This design comes from an exercise in tuning for small area, a short achievable clock period and few clock cycles on the open sky130 flow, not from production work. In this exercise RTL edits were held to simulation tests only and were not proved equivalent to the original.

===== flow/design.v =====
module fce_engine (
    input  wire         clk,
    input  wire         rst,         
    input  wire         start,       
    input  wire         dir,         
    input  wire         var_vb,      
    input  wire [5:0]   len,         
    input  wire [31:0]  rounds,      
    input  wire [127:0] key,         
    input  wire [255:0] buf_in,      
    output wire         busy,
    output reg          done,        
    output reg          err,
    output reg  [2:0]   errcode,
    output wire [255:0] buf_out
);
    localparam [31:0] DELTA   = 32'h9E3779B9;
    localparam [5:0]  BUF_CAP = 6'd32;
    localparam [2:0] ERR_NONE       = 3'd0;
    localparam [2:0] ERR_BLOCK_LEN  = 3'd2;
    localparam [2:0] ERR_TOO_LARGE  = 3'd3;
    localparam [2:0] ERR_BUFFER_LEN = 3'd5;
    localparam [1:0] S_IDLE = 2'd0;
    localparam [1:0] S_FB   = 2'd1;
    localparam [1:0] S_VB   = 2'd2;
    reg [1:0]   state;
    reg         dir_r;
    reg [31:0]  key_w [0:3];
    reg [31:0]  m_r;           
    reg [3:0]   nw_r;          
    reg [31:0]  acc;           
    reg [31:0]  acc_init;      
    reg [31:0]  iter;          
    reg [5:0]   q_r;           
    reg [1:0]   blk;           
    reg [2:0]   pos;           
    reg [31:0]  word [0:7];
    assign busy = (state != S_IDLE);
    genvar gi;
    generate
        for (gi = 0; gi < 8; gi = gi + 1) begin : g_out
            assign buf_out[32*gi +: 32] = word[gi];
        end
    endgenerate
    wire [3:0] nw_in = len[5:2];
    reg [2:0] chk_code;
    always @(*) begin
        if (len > BUF_CAP)
            chk_code = ERR_TOO_LARGE;
        else if (!var_vb && (len[2:0] != 3'd0))
            chk_code = ERR_BUFFER_LEN;
        else if (var_vb && (len[1:0] != 2'd0))
            chk_code = ERR_BUFFER_LEN;
        else if (var_vb && (nw_in < 4'd2))
            chk_code = ERR_BLOCK_LEN;
        else
            chk_code = ERR_NONE;
    end
    reg [5:0] q_in;
    always @(*) begin
        case (nw_in)
            4'd2:    q_in = 6'd32;
            4'd3:    q_in = 6'd23;
            4'd4:    q_in = 6'd19;
            4'd5:    q_in = 6'd16;
            4'd6:    q_in = 6'd14;
            4'd7:    q_in = 6'd13;
            default: q_in = 6'd12;
        endcase
    end
    wire [31:0] count_in  = var_vb ? {26'd0, q_in} : rounds;
    wire [31:0] acc_start = DELTA * count_in;
    wire fb_empty = (nw_in == 4'd0) || (rounds == 32'd0);
    function [31:0] mixf;
        input [31:0] a;
        begin
            mixf = ((a << 4) ^ (a >> 5)) + a;
        end
    endfunction
    wire [2:0]  fb_i0 = {blk, 1'b0};
    wire [2:0]  fb_i1 = {blk, 1'b1};
    wire [31:0] fb_v0 = word[fb_i0];
    wire [31:0] fb_v1 = word[fb_i1];
    wire [31:0] acc_up = acc + DELTA;
    wire [31:0] acc_dn = acc - DELTA;
    wire [31:0] enc_v0 = fb_v0 + (mixf(fb_v1) ^ (acc + key_w[acc[1:0]]));
    wire [31:0] enc_v1 = fb_v1 + (mixf(enc_v0) ^ (acc_up + key_w[acc_up[12:11]]));
    wire [31:0] dec_v1 = fb_v1 - (mixf(fb_v0) ^ (acc + key_w[acc[12:11]]));
    wire [31:0] dec_v0 = fb_v0 - (mixf(dec_v1) ^ (acc_dn + key_w[acc_dn[1:0]]));
    wire [31:0] fb_new0 = dir_r ? dec_v0 : enc_v0;
    wire [31:0] fb_new1 = dir_r ? dec_v1 : enc_v1;
    wire fb_last_iter = (iter == m_r - 32'd1);
    wire fb_last_blk  = ({1'b0, blk, 1'b0} + 4'd2 == nw_r);
    wire [2:0]  last_pos = nw_r[2:0] - 3'd1;
    wire [2:0]  pos_prev = (pos == 3'd0) ? last_pos : pos - 3'd1;
    wire [2:0]  pos_next = (pos == last_pos) ? 3'd0 : pos + 3'd1;
    wire [31:0] vb_z = word[pos_prev];
    wire [31:0] vb_y = word[pos_next];
    wire [31:0] vb_v = word[pos];
    wire [1:0]  vb_e = acc[3:2];
    wire [31:0] vb_mx = (((vb_z >> 5) ^ (vb_y << 2)) + ((vb_y >> 3) ^ (vb_z << 4)))
                      ^ ((acc ^ vb_y) + (key_w[pos[1:0] ^ vb_e] ^ vb_z));
    wire [31:0] vb_new = dir_r ? (vb_v - vb_mx) : (vb_v + vb_mx);
    wire vb_round_end = dir_r ? (pos == 3'd0) : (pos == last_pos);
    wire vb_last      = vb_round_end && (iter[5:0] == q_r - 6'd1);
    integer j;
    always @(posedge clk) begin
        if (rst) begin
            state   <= S_IDLE;
            done    <= 1'b0;
            err     <= 1'b0;
            errcode <= ERR_NONE;
        end else begin
            done <= 1'b0;
            case (state)
                S_IDLE: begin
                    if (start) begin
                        dir_r <= dir;
                        for (j = 0; j < 4; j = j + 1)
                            key_w[j] <= key[32*j +: 32];
                        m_r  <= rounds;
                        nw_r <= nw_in;
                        q_r  <= q_in;
                        blk  <= 2'd0;
                        iter <= 32'd0;
                        acc_init <= dir ? acc_start : 32'd0;
                        acc  <= dir ? acc_start : (var_vb ? DELTA : 32'd0);
                        pos  <= dir ? nw_in[2:0] - 3'd1 : 3'd0;
                        err     <= (chk_code != ERR_NONE);
                        errcode <= chk_code;
                        if (chk_code != ERR_NONE) begin
                            for (j = 0; j < 8; j = j + 1)
                                word[j] <= buf_in[32*j +: 32];
                            done <= 1'b1;
                        end else begin
                            for (j = 0; j < 8; j = j + 1)
                                word[j] <= (j < nw_in) ? buf_in[32*j +: 32] : 32'd0;
                            if (var_vb)
                                state <= S_VB;
                            else if (fb_empty)
                                done <= 1'b1;
                            else
                                state <= S_FB;
                        end
                    end
                end
                S_FB: begin
                    word[fb_i0] <= fb_new0;
                    word[fb_i1] <= fb_new1;
                    if (fb_last_iter) begin
                        iter <= 32'd0;
                        acc  <= acc_init;
                        blk  <= blk + 2'd1;
                        if (fb_last_blk) begin
                            state <= S_IDLE;
                            done  <= 1'b1;
                        end
                    end else begin
                        iter <= iter + 32'd1;
                        acc  <= dir_r ? acc_dn : acc_up;
                    end
                end
                S_VB: begin
                    word[pos] <= vb_new;
                    if (vb_round_end) begin
                        iter <= iter + 32'd1;
                        acc  <= dir_r ? acc_dn : acc_up;
                        pos  <= dir_r ? last_pos : 3'd0;
                        if (vb_last) begin
                            state <= S_IDLE;
                            done  <= 1'b1;
                        end
                    end else begin
                        pos <= dir_r ? pos - 3'd1 : pos + 3'd1;
                    end
                end
                default: state <= S_IDLE;
            endcase
        end
    end
endmodule

===== flow/run.sh =====
#!/bin/bash
# synth_recipe.tcl (not shown) runs the flow's synth.tcl, then flattens the netlist and writes it again
# the make line also repeats each setting of config.mk as NAME=value (left out here)
make -C /OpenROAD-flow-scripts/flow DESIGN_CONFIG=/design/flow/config.mk WORK_HOME=/design/flow/orfs CLKGATE_MAP_FILE= SYNTH_SCRIPT=/design/flow/synth_recipe.tcl finish

===== flow/config.mk =====
export PLATFORM = sky130hd
export DESIGN_NAME = fce_engine
export DESIGN_NICKNAME = fce_engine
export VERILOG_FILES = /design/flow/design.v
export SDC_FILE = /design/flow/constraint.sdc
export NUM_CORES = 4
export LEC_CHECK = 0
export CAP_MARGIN = 20
export CORE_MARGIN = 2
export CORE_UTILIZATION = 40
export SLEW_MARGIN = 20

===== flow/constraint.sdc =====
create_clock -name core_clock -period 13.0 [get_ports {clk}]
set_input_delay 2.6000 -clock core_clock [delete_from_list [all_inputs] [get_ports {clk}]]
set_output_delay 2.6000 -clock core_clock [all_outputs]
set_load 0.01 [all_outputs]

==> notes.md <==
[per-stage QoR]
stage | hold WS [ns] | setup WS [ns] | utilization (%) | std cells
6_report | 0.5021 | 0.7782 | 47.34 | 10640
5_1_grt | 0.5473 | 0.06428 | 47.33 | 10640
4_1_cts | 0.5022 | 0.6139 | 47.26 | 10630
3_5_place_dp | 0.4918 | 0.7734 | 45.90 | 10500
3_3_place_gp | 0.4883 | 0.9478 | 45.90 | 10500
2_1_floorplan | 0.5037 | 2.341 | - | 7650
[state kept, by name, summed over array words and instances, names as in the netlist, 2 cells and up, named ones only]
| signal | flops |
|---|---|
| m_r | 32 |
| iter | 32 |
| acc_init | 32 |
| acc | 32 |
| pos | 3 |
| state | 2 |
| word | 256 |
| blk | 2 |
| q_r | 6 |
| nw_r | 4 |
| key_w | 128 |
| errcode | 3 |
[critical path: cells and delay by family, from the launching register on]
kind / cells / cell delay [ns]
XOR/XNOR: 8 / 1.72
multiplexers: 1 / 0.16
adder cells (fa/ha/maj): 6 / 2.01
flip-flops: 1 / 0.64
AND/OR/NAND/NOR: 8 / 1.10
AO/OA/AOI/OAI: 23 / 6.18
buffers and inverters: 1 / 0.26
[cells in the final DEF (no fill, tap or decap), types with 33 or more instances in the layout]
master,instances
a211oi_1,132
a21o_1,249
nand3_1,164
edfxtp_1,528
buf_4,155
o21bai_1,55
mux2i_1,144
o21ai_1,33
mux2_2,52
o21a_1,75
mux4_2,283
nand2_1,491
nand4_1,47
nand2b_1,72
a21oi_1,605
o21ai_0,225
a222oi_1,65
and3_1,56
nor3_1,125
nor2b_1,71
clkbuf_16,71
o211ai_1,33
a31oi_1,89
inv_1,508
nor2_1,580
ha_1,682
fa_1,216
clkdlybuf4s50_1,688
a221oi_1,176
xor2_1,352
xnor2_1,661
[cell families (layout without fill, tap and decap cells)]
kind of cell	Yosys count	after routing	share of synthesized area, %
AO/OA/AOI/OAI	2046	2046	19.24
AND/OR/NAND/NOR	1792	1792	11.43
XOR/XNOR	1033	1033	12.76
adder cells (fa/ha/maj)	901	901	17.94
buffers and inverters	855	1482	4.493
flip-flops	540	540	22.39
multiplexers	483	483	11.74
other	0	10	0
[area by class of cell]
class / instances / share of cell area (%)
multi-input cells: 6255 / 62.68
flip-flops and latches: 540 / 19.07
repair buffers: 845 / 9.569
well taps: 2355 / 3.489
inverters: 512 / 2.284
clock buffers: 83 / 2.181
clock inverters: 42 / 0.6948
diodes: 10 / 0.02963
[final timing paths]
| kind | from | slack (ns) | to |
|---|---|---|---|
| setup / recovery | acc[0]$_DFFE_PP_ | 0.78 | word[5][31]$_DFFE_PP_ |
| hold / removal | err$_SDFFE_PP0P_ | 0.50 | err$_SDFFE_PP0P_ |
| hold reg to reg | err$_SDFFE_PP0P_ | 0.50 | err$_SDFFE_PP0P_ |
| setup reg to reg | acc[0]$_DFFE_PP_ | 0.78 | word[5][31]$_DFFE_PP_ |
[per-layer routing]
| metal | vias to the layer above | wire [um] | track usage (%) |
|---|---|---|---|
| li1 | 29660 | - | - |
| met1 | 33410 | 129700 | 45.36 |
| met2 | 4906 | 155700 | 58.01 |
| met3 | 1254 | 38970 | 9.736 |
| met4 | 10 | 36820 | 31.08 |
| met5 | - | 68 | 0 |
[repair_timing]
item	in CTS	in global routing
gates resized for setup	0	4
endpoints found under the setup margin	0	31
setup buffers	0	3
==> metrics.md <==
| Metric | Value |
|---|---|
| Status | `no timing/DRC/antenna violations` |
| RSZ-0062 raised after global routing | `false` |
| # fillers | `17.02k` |
| Hold-critical path depth | `2` |
| Reg clk slew, reported paths | `0.06 ns` |
| Async SR Flop Fraction | `0%` |
| Starting Density | `40.28%` |
| Post-route ant nets | `0` |
| Period Utilization, post-route | `94.01%` |
| Max_cap viols | `0` |
| Grt ovf | `0` |
| Fin crit period | `12.22 ns` |
| DRT iter0 DRCs | `10.06k` |
| Area Growth Syn to Fin | `17.51%` |
| Setup TNS | `0 ns` |
| Total Wirelength | `361,300 um` |
| Total I/O pin count | `689` |
| Primary FF master, synth | `edfxtp_1` |
| PortBufs | `688` |
| Yosys warns | `2` |
| EDFF count, synth | `528` |
| Routed len/inst | `33.95 um` |
| Area taken by multi-input logic gates | `52,940 um^2` |
| Max-slew headroom | `12.83%` |
| Initial antenna violation count | `21` |
| Area contributors post-synth | `edfxtp_1 22%, ha_1 12%, mux4_2 8.9%, xnor2_1 8.1%, fa_1 6.0%` |
| Finished Cell Area | `84,460 um^2` |
| Worst min-delay path category | `reg -> reg` |
| Drc violations | `0` |
| Syn nets | `8,978` |
| Critical path's largest stage delay | `0.71 ns` |
| H-tree Lvls | `3` |
| Worst-path fanout max | `10` |
| DR vias/cell | `6.506` |
| Final GP Congestion | `1.059` |
| Post-Syn Area | `71,870 um^2` |
| CTS Sinks | `540` |
| Post-Syn Instances | `7,650` |
| Cts hold-fix bufs | `0` |
| Placeable Area | `178,400 um^2` |
| Clock latency (worst-skew pair) | `0.77 ns` |
| Tot GR Track Use | `38.05%` |
| Root buffer cell | `clkbuf_16` |
| Arr. time, crit path | `12.80 ns` |
| Slew Limit Fails | `0` |
| Final Skew | `0.06575 ns` |
| Sequential-to-total area share from yosys stat | `22.39%` |
| Largest net degree at the start of global routing | `76` |
| Seq cells post-synth | `540` |
| Crit start category | `flip-flop` |
| DIE HEIGHT | `427.9 um` |
| Vias in the first global route | `65.55k` |
| Die area | `183,100 um^2` |
| Detail Placement HPWL | `289,300 um` |
| FMAX | `81.82 MHz` |
| CTS tree | `built` |
| Post-Syn Area per Cell | `9.395 um^2` |
| CTS Buffer Depth | `3` |
| # nets final | `9,552` |
| Most common cell in the netlist | `ha_1` |
| Global-route wire length before repair | `499,600 um` |
| Worst-Margin Slew | `1.298 ns` |
| Critical Path Sink Type | `flip-flop` |
| Synth top area share | `22.06%` |
| Layout cells sized above 1 | `8.916%` |
| Pre-antenna DRT Iters | `11` |
| Slowest CP cell | `o21ai_0` |
| WS Path Type | `reg -> reg` |
| Total vias in the final route | `69.24k` |
| Reg2Reg Depth | `47` |
| Seq. cell area | `16,110 um^2` |
| Area leader, netlist | `edfxtp_1` |
| Die W | `427.9 um` |
| Required arrival time at the worst endpoint | `13.57 ns` |
| Area after DPL | `81,900 um^2` |
| Inserted Clock Buffers | `70` |
| Endpoints failing setup | `0` |
| Std cell rows | `155` |
| Final Hold Fails | `0` |
| Commonest cells post-synth | `685 x ha_1, 666 x xnor2_1, 612 x a21oi_1, 587 x nor2_1, 528 x edfxtp_1` |
| Netlist cell types | `99` |
Testbench counts, summed over its fixed seeds: cycles 117,486.

## what the ideal ports hide
Ports are ideal in the flow. The routed layout listed here was re-timed in OpenROAD. Step 1 (the two cells are an assumption about what drives the block):
set clk [get_ports {clk}]
set_driving_cell -lib_cell sky130_fd_sc_hd__clkbuf_16 $clk
set_driving_cell -lib_cell sky130_fd_sc_hd__buf_2 [delete_from_list [all_inputs] $clk]
Step 2 moves the port delays by t, midway between the first and last clock arrival at a register: inputs arrive t later, outputs are due t later. That takes back most of the time a late clock gives input paths. a / b / c = no drivers / after step 1 / after step 2; a / b = the first two.
t, ns: 0.827
setup WS [ns]: 0.778 / 0.778 / 0.778
latest minus earliest clock arrival (ns): 0.066 / 0.065
worst data-port slew with drivers (ns): 0.17
After both steps this run still meets setup and hold. For this run, drivers alone change the setup slack by 0.000 ns; drivers and shift together by 0.000 ns.
